This design comes from an exercise in tuning for small area, a short achievable clock period and few clock cycles per item on the open sky130 flow, not from production work.
Function not checked in this run: the RTL went through the layout flow alone.
Power is estimated from default activity; no workload was simulated.

==> design/flow/design.v <==
module gr_pe (
    input  wire       clk,
    input  wire       rst,
    input  wire       init,        
    input  wire       obs_valid,   
    input  wire [7:0] obs_rank,
    output reg  [2:0] k
);
    reg  [15:0] sum;
    reg  [7:0]  count;
    wire [15:0] sum_next = sum + {8'd0, obs_rank};
    function [2:0] retune;
        input [15:0] s;
        begin
            if      (s[15]) retune = 3'd7;
            else if (s[14]) retune = 3'd6;
            else if (s[13]) retune = 3'd5;
            else if (s[12]) retune = 3'd4;
            else if (s[11]) retune = 3'd3;
            else if (s[10]) retune = 3'd2;
            else if (s[9])  retune = 3'd1;
            else            retune = 3'd0;
        end
    endfunction
    always @(posedge clk) begin
        if (rst || init) begin
            k     <= 3'd3;
            sum   <= 16'd0;
            count <= 8'd0;
        end else if (obs_valid) begin
            if (count == 8'd255) begin
                k     <= retune(sum_next);
                sum   <= 16'd0;
                count <= 8'd0;
            end else begin
                sum   <= sum_next;
                count <= count + 8'd1;
            end
        end
    end
endmodule
module gr_encoder (
    input  wire        clk,
    input  wire        rst,
    input  wire        in_valid,
    output wire        in_ready,
    input  wire        in_eos,
    input  wire [7:0]  in_rank,
    output reg         out_valid,
    input  wire        out_ready,
    output reg  [31:0] out_word,
    output reg         out_last
);
    wire [8:0]  in_sym = in_eos ? 9'd256 : {1'b0, in_rank};
    reg         bv;
    reg  [8:0]  bq;           
    reg  [7:0]  btail;        
    reg  [5:0]  bqk;          
    reg         beos;
    reg  [30:0] acc;          
    reg  [4:0]  cnt;          
    reg  [2:0]  zc;           
    reg         flush;        
    wire [2:0]  k;
    wire        a_eos  = in_eos;
    wire [8:0]  a_q    = in_sym >> k;
    wire [6:0]  a_r    = in_sym[6:0] & ((7'd1 << k) - 7'd1);
    wire [5:0]  a_qk   = a_q[5:0] + {3'd0, k} + 6'd1;
    wire [5:0]  pos5   = {1'b0, cnt} + {1'b0, bq[4:0]};
    wire        zstep  = (bq[8:5] != 4'd0) || pos5[5];
    wire [3:0]  zw     = bq[8:5] + {3'd0, pos5[5]};         
    wire [5:0]  tot    = {1'b0, cnt} + bqk;
    wire        wfull  = tot[5];
    wire [7:0]  t0     = btail;
    wire [8:0]  t1     = pos5[0] ? {t0, 1'b0}  : {1'b0, t0};
    wire [10:0] t2     = pos5[1] ? {t1, 2'd0}  : {2'd0, t1};
    wire [14:0] t3     = pos5[2] ? {t2, 4'd0}  : {4'd0, t2};
    wire [22:0] t4     = pos5[3] ? {t3, 8'd0}  : {8'd0, t3};
    wire [38:0] t5     = pos5[4] ? {t4, 16'd0} : {16'd0, t4};
    wire        zfit   = !(pos5[4] && pos5[3]) && !beos;
    wire        free   = !out_valid || out_ready;
    wire        zbusy  = (zc != 3'd0);
    wire        oslot  = free && !zbusy;                    
    wire        pk_out = flush || zstep || wfull || beos;   
    wire        pk_go  = (flush || bv) && (!pk_out || oslot);
    wire        bdone  = pk_go && !flush && (!zstep || zfit);
    assign in_ready = !bv || bdone;
    wire        bload  = in_valid && in_ready;
    gr_pe u_pe (
        .clk       (clk),
        .rst       (rst),
        .init      (bload && a_eos),
        .obs_valid (bload && !a_eos),
        .obs_rank  (in_rank),
        .k         (k)
    );
    always @(posedge clk) begin
        if (rst)
            bv <= 1'b0;
        else if (bload)
            bv <= 1'b1;
        else if (bdone)
            bv <= 1'b0;
    end
    always @(posedge clk) begin
        if (bload) begin
            bq    <= a_q;
            btail <= {a_r, 1'b1};
            bqk   <= a_qk;
            beos  <= a_eos;
        end else if (pk_go && !flush && zstep && !zfit) begin
            bq    <= 9'd0;
            bqk   <= bqk - bq[5:0];
        end
    end
    wire        tsend  = !(flush || zstep);
    wire [31:0] ow     = {1'b0, acc} | (t5[31:0] & {32{tsend}});
    wire        olast  = flush || (!zstep && beos && (!wfull || tot[4:0] == 5'd0));
    wire        ka     = !flush && !zstep && !wfull && !beos;
    wire        kt     = !flush && (zstep ? zfit : (!wfull && !beos));
    wire        kh     = !flush && !zstep && wfull;
    wire [30:0] acc_n  = (acc & {31{ka}}) | (t5[30:0] & {31{kt}})
                         | ({24'd0, t5[38:32]} & {31{kh}});
    wire [4:0]  cnt_n  = flush ? 5'd0 : zstep ? (zfit ? tot[4:0] : pos5[4:0])
                         : (beos && !wfull) ? 5'd0 : tot[4:0];
    always @(posedge clk) begin
        if (rst) begin
            acc       <= 31'd0;
            cnt       <= 5'd0;
            zc        <= 3'd0;
            flush     <= 1'b0;
            out_valid <= 1'b0;
        end else begin
            if (out_ready)
                out_valid <= 1'b0;
            if (zbusy && free) begin
                out_valid <= 1'b1;
                zc        <= zc - 3'd1;
            end
            if (pk_go) begin
                acc   <= acc_n;
                cnt   <= cnt_n;
                flush <= !flush && !zstep && wfull && beos && (tot[4:0] != 5'd0);
                if (pk_out)
                    out_valid <= 1'b1;
                if (!flush && zstep)
                    zc    <= zw[2:0] - 3'd1;
            end
        end
    end
    always @(posedge clk) begin
        if (zbusy && free) begin
            out_word <= 32'd0;
            out_last <= 1'b0;
        end else if (pk_go && pk_out) begin
            out_word <= ow;
            out_last <= olast;
        end
    end
endmodule
module gr_decoder (
    input  wire        clk,
    input  wire        rst,
    input  wire        in_valid,
    output wire        in_ready,
    input  wire [31:0] in_word,
    output reg         out_valid,
    input  wire        out_ready,
    output wire [7:0]  out_rank,
    output reg         out_eos
);
    localparam W = 12;
    reg  [31:0] w0, w1;       
    reg         v0, v1;       
    reg         wp;           
    reg         h0, h1;       
    reg  [5:0]  p;            
    reg  [8:0]  qacc;         
    reg  [6:0]  o_r;
    reg  [7:0]  o_q;
    reg  [2:0]  o_k;
    reg  [2:0]  k;
    reg  [7:0]  count;
    reg  [15:0] sum;
    reg         obs;          
    reg         retune;       
    reg         clr;          
    wire        full  = v0 && v1;
    assign in_ready = !full;
    wire        push  = in_valid && !full;
    wire        free  = !out_valid || out_ready;
    wire        cur   = p[5];
    wire        cv    = cur ? v1 : v0;           
    wire        nv    = cur ? v0 : v1;           
    wire [4:0]  po    = p[4:0];
    wire [63:0] ring  = {w1, w0};
    wire [W+30:0] l5;
    wire [W+14:0] l4;
    wire [W+6:0] l3;
    wire [W+2:0] l2;
    wire [W:0]  l1;
    wire [W-1:0] raw, win;
    genvar gi;
    generate
        for (gi = 0; gi < W + 31; gi = gi + 1) begin : g_l5
            assign l5[gi] = p[5] ? ring[(gi + 32) % 64] : ring[gi];
        end
        for (gi = 0; gi < W + 15; gi = gi + 1) begin : g_l4
            assign l4[gi] = p[4] ? l5[gi + 16] : l5[gi];
        end
        for (gi = 0; gi < W + 7; gi = gi + 1) begin : g_l3
            assign l3[gi] = p[3] ? l4[gi + 8] : l4[gi];
        end
        for (gi = 0; gi < W + 3; gi = gi + 1) begin : g_l2
            assign l2[gi] = p[2] ? l3[gi + 4] : l3[gi];
        end
        for (gi = 0; gi < W + 1; gi = gi + 1) begin : g_l1
            assign l1[gi] = p[1] ? l2[gi + 2] : l2[gi];
        end
        for (gi = 0; gi < W; gi = gi + 1) begin : g_l0
            assign raw[gi] = p[0] ? l1[gi + 1] : l1[gi];
            assign win[gi] = raw[gi] && (nv || (po <= 5'd31 - gi));
        end
    endgenerate
    reg  [W-1:0] first;
    reg  [3:0]  tz;
    integer fi, fb;
    always @(*) begin
        for (fi = 0; fi < W; fi = fi + 1)
            first[fi] = win[fi] && ((win & ((12'd1 << fi) - 12'd1)) == 12'd0);
        for (fb = 0; fb < 4; fb = fb + 1) begin
            tz[fb] = 1'b0;
            for (fi = 0; fi < W; fi = fi + 1)
                if ((fi >> fb) & 1)
                    tz[fb] = tz[fb] | first[fi];
        end
    end
    wire        found = (win != {W{1'b0}});
    reg  [6:0]  rb;
    integer ri, rj;
    always @(*)
        for (rj = 0; rj < 7; rj = rj + 1) begin
            rb[rj] = 1'b0;
            for (ri = 0; ri + rj + 1 < W; ri = ri + 1)
                rb[rj] = rb[rj] | (first[ri] & win[ri + rj + 1]);
        end
    wire [6:0]  lim_s = 7'd31 - {2'd0, po} - {4'd0, k};    
    wire [3:0]  lim_w = 4'd11 - {1'b0, k};
    wire [9:0]  thr   = (10'd256 >> k) - {1'b0, qacc};       
    reg  [W-1:0] m_s, m_fit, m_lo;
    integer mi;
    always @(*)
        for (mi = 0; mi < W; mi = mi + 1) begin
            m_s[mi]   = !lim_s[6] && (lim_s[5:0] >= mi);
            m_fit[mi] = (mi <= lim_w) && (nv || m_s[mi]);
            m_lo[mi]  = !thr[9] && (thr > mi);
        end
    wire        fit   = (win & m_fit) != {W{1'b0}};
    wire        in_s  = (win & m_s) != {W{1'b0}};
    wire        d_eos = (win & m_lo) == {W{1'b0}};
    wire        lo0   = (win[3:0] == 4'd0);
    wire [5:0]  p_k   = p + {3'd0, k} + 6'd1;
    reg  [5:0]  p_fit;
    reg  [5:0]  p_ki;
    integer pi, pb;
    always @(*) begin
        p_fit = 6'd0;
        for (pi = 0; pi < W; pi = pi + 1) begin
            p_ki  = p_k + pi;
            for (pb = 0; pb < 6; pb = pb + 1)
                p_fit[pb] = p_fit[pb] | (first[pi] & p_ki[pb]);
        end
    end
    wire [5:0]  p_8   = p + 6'd4;
    wire        lowp  = (po <= 5'd20);
    wire        zfull = lowp ? !((po >= 5'd4) && (cur ? h1 : h0)) : nv;
    wire [5:0]  p_z   = zfull ? p + 6'd12 : {!cur, 5'd0};
    wire [5:0]  z     = zfull ? 6'd12 : 6'd32 - {1'b0, po};
    wire [9:0]  q_8   = {1'b0, qacc} + 10'd4;
    wire [9:0]  q_z   = {1'b0, qacc} + {4'd0, z};
    wire        go    = cv && !retune;
    wire        emit  = go && fit && free;
    wire        zrun  = go && !fit && (!found || lo0);
    wire        dropx = emit && d_eos;
    wire        drop2 = dropx && !in_s;                  
    wire        sel_fit = emit && !d_eos;
    wire [9:0]  qz    = found ? q_8 : q_z;
    wire [5:0]  p_zr  = found ? p_8 : p_z;
    wire [5:0]  p_drp = drop2 ? {cur, 5'd0} : {!cur, 5'd0};
    wire [5:0]  p_erl = dropx ? p_drp : (zrun ? p_zr : p);
    wire [5:0]  p_d   = sel_fit ? p_fit : p_erl;
    wire        clr_c = dropx || (sel_fit && (p_fit[5] != cur))
                        || (zrun && (p_zr[5] != cur));
    wire        clr0  = cur ? drop2 : clr_c;
    wire        clr1  = cur ? clr_c : drop2;
    always @(posedge clk) begin
        if (rst) begin
            v0 <= 1'b0;
            v1 <= 1'b0;
            wp <= 1'b0;
            p  <= 6'd0;
        end else begin
            p  <= p_d;
            v0 <= (v0 && !clr0) || (push && !wp);
            v1 <= (v1 && !clr1) || (push && wp);
            if (push)
                wp <= !wp;
        end
    end
    always @(posedge clk) begin
        if (push && !wp) begin
            w0 <= in_word;
            h0 <= (in_word[31:16] == 16'd0);
        end
        if (push && wp) begin
            w1 <= in_word;
            h1 <= (in_word[31:16] == 16'd0);
        end
    end
    always @(posedge clk) begin
        if (rst) begin
            qacc      <= 9'd0;
            out_valid <= 1'b0;
        end else begin
            if (out_ready)
                out_valid <= 1'b0;
            if (emit) begin
                out_valid <= 1'b1;
                qacc      <= 9'd0;
            end else if (zrun) begin
                qacc      <= qz[8] ? 9'd256 : qz[8:0];
            end
        end
    end
    always @(posedge clk) begin
        if (emit) begin
            o_r     <= rb & ((7'd1 << k) - 7'd1);
            o_q     <= qacc[7:0] + {4'd0, tz};
            o_k     <= k;
            out_eos <= d_eos;
        end
    end
    assign out_rank = out_eos ? 8'd0 : ((o_q << o_k) | {1'b0, o_r});
    wire [15:0] sum_next = sum + {8'd0, out_rank};
    wire [7:0]  count_c  = clr ? 8'd0 : count;
    function [2:0] retune_k;
        input [15:0] s;
        begin
            if      (s[15]) retune_k = 3'd7;
            else if (s[14]) retune_k = 3'd6;
            else if (s[13]) retune_k = 3'd5;
            else if (s[12]) retune_k = 3'd4;
            else if (s[11]) retune_k = 3'd3;
            else if (s[10]) retune_k = 3'd2;
            else if (s[9])  retune_k = 3'd1;
            else            retune_k = 3'd0;
        end
    endfunction
    always @(posedge clk) begin
        if (rst) begin
            k      <= 3'd3;
            count  <= 8'd0;
            sum    <= 16'd0;
            obs    <= 1'b0;
            retune <= 1'b0;
            clr    <= 1'b0;
        end else begin
            clr    <= dropx;
            obs    <= emit && !d_eos;
            retune <= emit && !d_eos && (count_c == 8'd255);
            count  <= count_c + {7'd0, emit && !d_eos};
            if (dropx)
                k <= 3'd3;
            else if (obs && retune)
                k <= retune_k(sum_next);
            if (clr || (obs && retune))
                sum <= 16'd0;
            else if (obs)
                sum <= sum_next;
        end
    end
endmodule
module gr_codec (
    input  wire        clk,
    input  wire        rst,
    input  wire        enc_in_valid,
    output wire        enc_in_ready,
    input  wire        enc_in_eos,
    input  wire [7:0]  enc_in_rank,
    output wire        enc_out_valid,
    input  wire        enc_out_ready,
    output wire [31:0] enc_out_word,
    output wire        enc_out_last,
    input  wire        dec_in_valid,
    output wire        dec_in_ready,
    input  wire [31:0] dec_in_word,
    output wire        dec_out_valid,
    input  wire        dec_out_ready,
    output wire [7:0]  dec_out_rank,
    output wire        dec_out_eos
);
    gr_encoder u_enc (
        .clk       (clk),
        .rst       (rst),
        .in_valid  (enc_in_valid),
        .in_ready  (enc_in_ready),
        .in_eos    (enc_in_eos),
        .in_rank   (enc_in_rank),
        .out_valid (enc_out_valid),
        .out_ready (enc_out_ready),
        .out_word  (enc_out_word),
        .out_last  (enc_out_last)
    );
    gr_decoder u_dec (
        .clk       (clk),
        .rst       (rst),
        .in_valid  (dec_in_valid),
        .in_ready  (dec_in_ready),
        .in_word   (dec_in_word),
        .out_valid (dec_out_valid),
        .out_ready (dec_out_ready),
        .out_rank  (dec_out_rank),
        .out_eos   (dec_out_eos)
    );
endmodule
==> design/flow/run.sh <==
#!/bin/bash
# synth_recipe.tcl (not shown) runs the flow's synth.tcl, then flattens the netlist and writes it again
# the make line also repeats each setting of config.mk as NAME=value (left out here)
make -C /OpenROAD-flow-scripts/flow DESIGN_CONFIG=/design/flow/config.mk WORK_HOME=/design/flow/orfs CLKGATE_MAP_FILE= SYNTH_SCRIPT=/design/flow/synth_recipe.tcl finish
==> design/flow/config.mk <==
export PLATFORM = sky130hd
export DESIGN_NAME = gr_codec
export DESIGN_NICKNAME = gr_codec
export VERILOG_FILES = /design/flow/design.v
export SDC_FILE = /design/flow/constraint.sdc
export NUM_CORES = 4
export LEC_CHECK = 0
export ABC_AREA = 1
export CAP_MARGIN = 20
export CORE_MARGIN = 2
export CORE_UTILIZATION = 40
export CTS_BUF_LIST = sky130_fd_sc_hd__clkbuf_8
export CTS_CLUSTER_SIZE = 24
export PLACE_DENSITY = 0.6
export SETUP_SLACK_MARGIN = 5
export SLEW_MARGIN = 20
==> design/flow/constraint.sdc <==
create_clock -name core_clock -period 10.0 [get_ports {clk}]
set_input_delay 2.0000 -clock core_clock [delete_from_list [all_inputs] [get_ports {clk}]]
set_output_delay 2.0000 -clock core_clock [all_outputs]
set_load 0.01 [all_outputs]
==> notes.md <==
-- placed cells by master, fill, tap and decap left out, types with 7 or more instances in the layout --
cell / count
nand2_1: 643
inv_1: 312
nand3_1: 268
nor2_1: 245
a21oi_1: 201
o21ai_0: 170
dfxtp_1: 144
edfxtp_1: 108
clkdlybuf4s50_1: 89
ha_1: 87
clkbuf_8: 57
xor2_1: 56
nand4_1: 40
buf_4: 40
nor3_1: 34
o211ai_1: 19
xnor2_1: 18
a211oi_1: 17
clkinv_1: 15
a31oi_1: 15
nor2_4: 14
or2_2: 13
inv_2: 11
o21ai_1: 11
o22ai_1: 11
fa_1: 11
nand2_2: 9
nor4_1: 8
mux2i_1: 8
a22oi_1: 7
clkinv_2: 7
-- state kept, by name (all words and copies together) (netlist names), 9 cells and up --
name and flops:
u_enc.acc 31, u_enc.u_pe.sum 16, u_dec.w0 32, u_dec.qacc 9, u_dec.w1 32, u_enc.out_word 32, u_dec.sum 16, u_enc.bq 9
-- logic make-up after synthesis --
group	count (synthesis)	synth area share
adders and majority gates	100	0.07322
DFF	259	0.3440
buffers and inverters	419	0.09019
AOI/OAI and AO/OA	481	0.1449
xor gates and xnor gates	75	0.03606
and+or+nand+nor	1305	0.3072
muxes	8	0.004396
-- metal layers --
layer / vias to the layer above / share of wire / GRT usage
li1: 9013 / - / -
met1: 8392 / 0.46 / 0.3075
met2: 594 / 0.45 / 0.3695
met3: 118 / 0.063 / 0.03620
met4: 0 / 0.030 / 0.07900
met5: - / 0 / 0
-- repair_timing --
item	4_1_cts	5_1_grt
cloned	2	1
setup buffers	6	26
pin swaps	3	12
gates resized for setup	28	39
hold buffers	0	0
endpoints found under the setup margin	23	20
hold endpoints to repair	0	0
-- power by group --
part / switching (uW) / internal, uW / leakage [uW] / total [uW]
registers: 110 / 1280 / 0.00225 / 1390
clock network: 473 / 674 / 0.000599 / 1150
logic: 1800 / 887 / 0.00646 / 2690
-- path summary, 6_finish.rpt --
kind                                     from  slack (ps)  cells after the start            end
worst min register to register  u_enc.acc[15]         460                      2  u_enc.acc[15]
worst max-delay path            enc_out_ready        4910                      9   enc_in_ready
worst max register to register     u_dec.p[4]        5220                     26   u_dec.o_q[7]
worst min-delay path            u_enc.acc[15]         460                      2  u_enc.acc[15]
-- worst max-delay path, cell delays in order --
cell	delay [ps]
dlygate4sd2_1	270
o211ai_1	180
buf_4	170
nand2_4	50
o21ai_4	70
nor2_4	60
nand2_2	100
nand2_4	70
buf_6	130
-- final cells by class --
class | count | area, um^2 | share of cell area
multi-input cells | 1969 | 10490 | 0.4946
flip-flops and latches | 259 | 6277 | 0.2960
repair buffers | 140 | 1356 | 0.06395
inverters | 327 | 1252 | 0.05905
clock buffers | 57 | 784.5 | 0.03699
well taps | 600 | 750.7 | 0.03539
clock inverters | 32 | 294.0 | 0.01386
repair inverters | 1 | 5.005 | 0.0002360
-- metrics by stage --
step / std cells / area (um^2) / hold slack [ps]
6_report: 3385 / 21210 / 461.4
3_3_place_gp: 3259 / 19580 / 448.4
3_5_place_dp: 3260 / 19610 / 454.9
5_1_grt: 3385 / 21210 / 473.5
2_1_floorplan: 2647 / 18220 / 431.4
4_1_cts: 3357 / 20820 / 463.4
==> flow_summary.toml <==
[timing]
finalCritPeriodShare = 0.5090
worstMarginPinSlew_ps = 1046
fin_setup_tns_ps = 0
postLayoutSetupSlackWorst_ps = 4910
setup_violations = 0
final-hold-violation-count = 0
rsz0062_at_grt = "yes"
fin_crit_ps = 5090
relSlewSlack = 0.3013
fmax_mhz = 196.5
drv_slew = 0
fin_worst_skew_ps = 23.99

[final_layout]
insertedDiodeCount = 0
finish.utilization = 0.4694
fill_cells = 4565
layout-drive-gt1-share = 0.07504
final_nets = 2893
syn_to_final_growth_pct = 16.44

[place]
routabilityCongestion = 0.9273
hpwl_um = 39860
post-place-ws_ps = 3979
portBuffers = 92

[worst_setup_path]
required_ps = 8000
setup.worst_path.class = "input port to output port"
end_kind = "output port"
worstPathArrival_ps = 3090
path_max_fanout = 3
start_kind = "input port"

[floorplanning]
fp.dieH_um = 217.4
chipWidth_um = 217.4
fp.dieArea_um2 = 47260
rows = 78
design.core.area_um2 = 45190
io_pins = 93
initial_core_util = 0.4031

[clock_tree]
cts.sinks = 259
numCtsBuffers = 48
cts_max_level = 2
cts-root-buf = "clkbuf_8"
clk_pin_slew_ps = 60
insertion_delay_ps = 620
cts_tree = "built"
clock_path_buffers = 3

[yosys]
async_reset_ff_frac = 0
ys_seq_elements = 259
yosysTopAreaCellShare = 0.1780
yosysWarnings = 3
synth.most_common_cell = "nand2_1"
post_synth.cell_area_avg_um2 = 6.881
synth_cell_types = 56
syn_inst = 2647
synth_flop_cell = "dfxtp_1"
yosys.area.top_type = "edfxtp_1"
synth_edf_count = 108
seq_area_frac_synth = 0.3440
synth_common_cells = "nand2_1, inv_1, nand3_1, nor2_1, a21oi_1"
synth.net_count = 2794
synth_area_um2 = 18210
synthTopCellsByArea = "edfxtp_1, dfxtp_1, nand2_1, nand3_1, inv_1"

[power]
total_power_uw = 5223
vdd_drop_max_mv = 0.1270
power.density_nw_per_um2 = 246.2
p_leak_uw = 0.009307

[grt]
grt_max_degree = 58
grtUsageTotal = 0.2277
grt_pass1_vias = 17040
grt_overflow = 0
antenna_found_initial = 0
grt_pass1_wl_um = 87070

[routing]
drtPass1Iterations = 6
vias = 18120
route.detailed.drc = 0
wl_per_cell_um = 16.15
ant_nets = 0
drt-initial-drc-count = 1509
routed_via_density = 5.352
postRouteWirelength_um = 54680

[outcome]
status = "finished clean"

[worst_hold_path]
hp-class = "flop to flop"

[flow_run]
maxCapViolCount = 0

[what the ideal ports hide]
The results above use ideal ports. As a check the final layout listed here was re-extracted and re-timed, cells and wires unchanged.
Step 1, drivers: a clkbuf_16 drives clk and a buf_2 each remaining input, both assumed.
Step 2 also shifts input and output timing later by t, the mid clock arrival at the registers, as if the neighbouring blocks saw the same clock.
Slacks: no drivers / after step 1 / after step 2; pairs: no drivers / after step 1.
t (ns): 0.661
setup slack, ns: 4.910 / 4.890 / 4.759
hold WS [ns]: 0.461 / 0.461 / 0.461
cell pins on the clock port's net: 1
After both steps this run still meets setup and hold. The setup slack of this run moves by -0.020 ns with the drivers and by -0.151 ns with both steps.
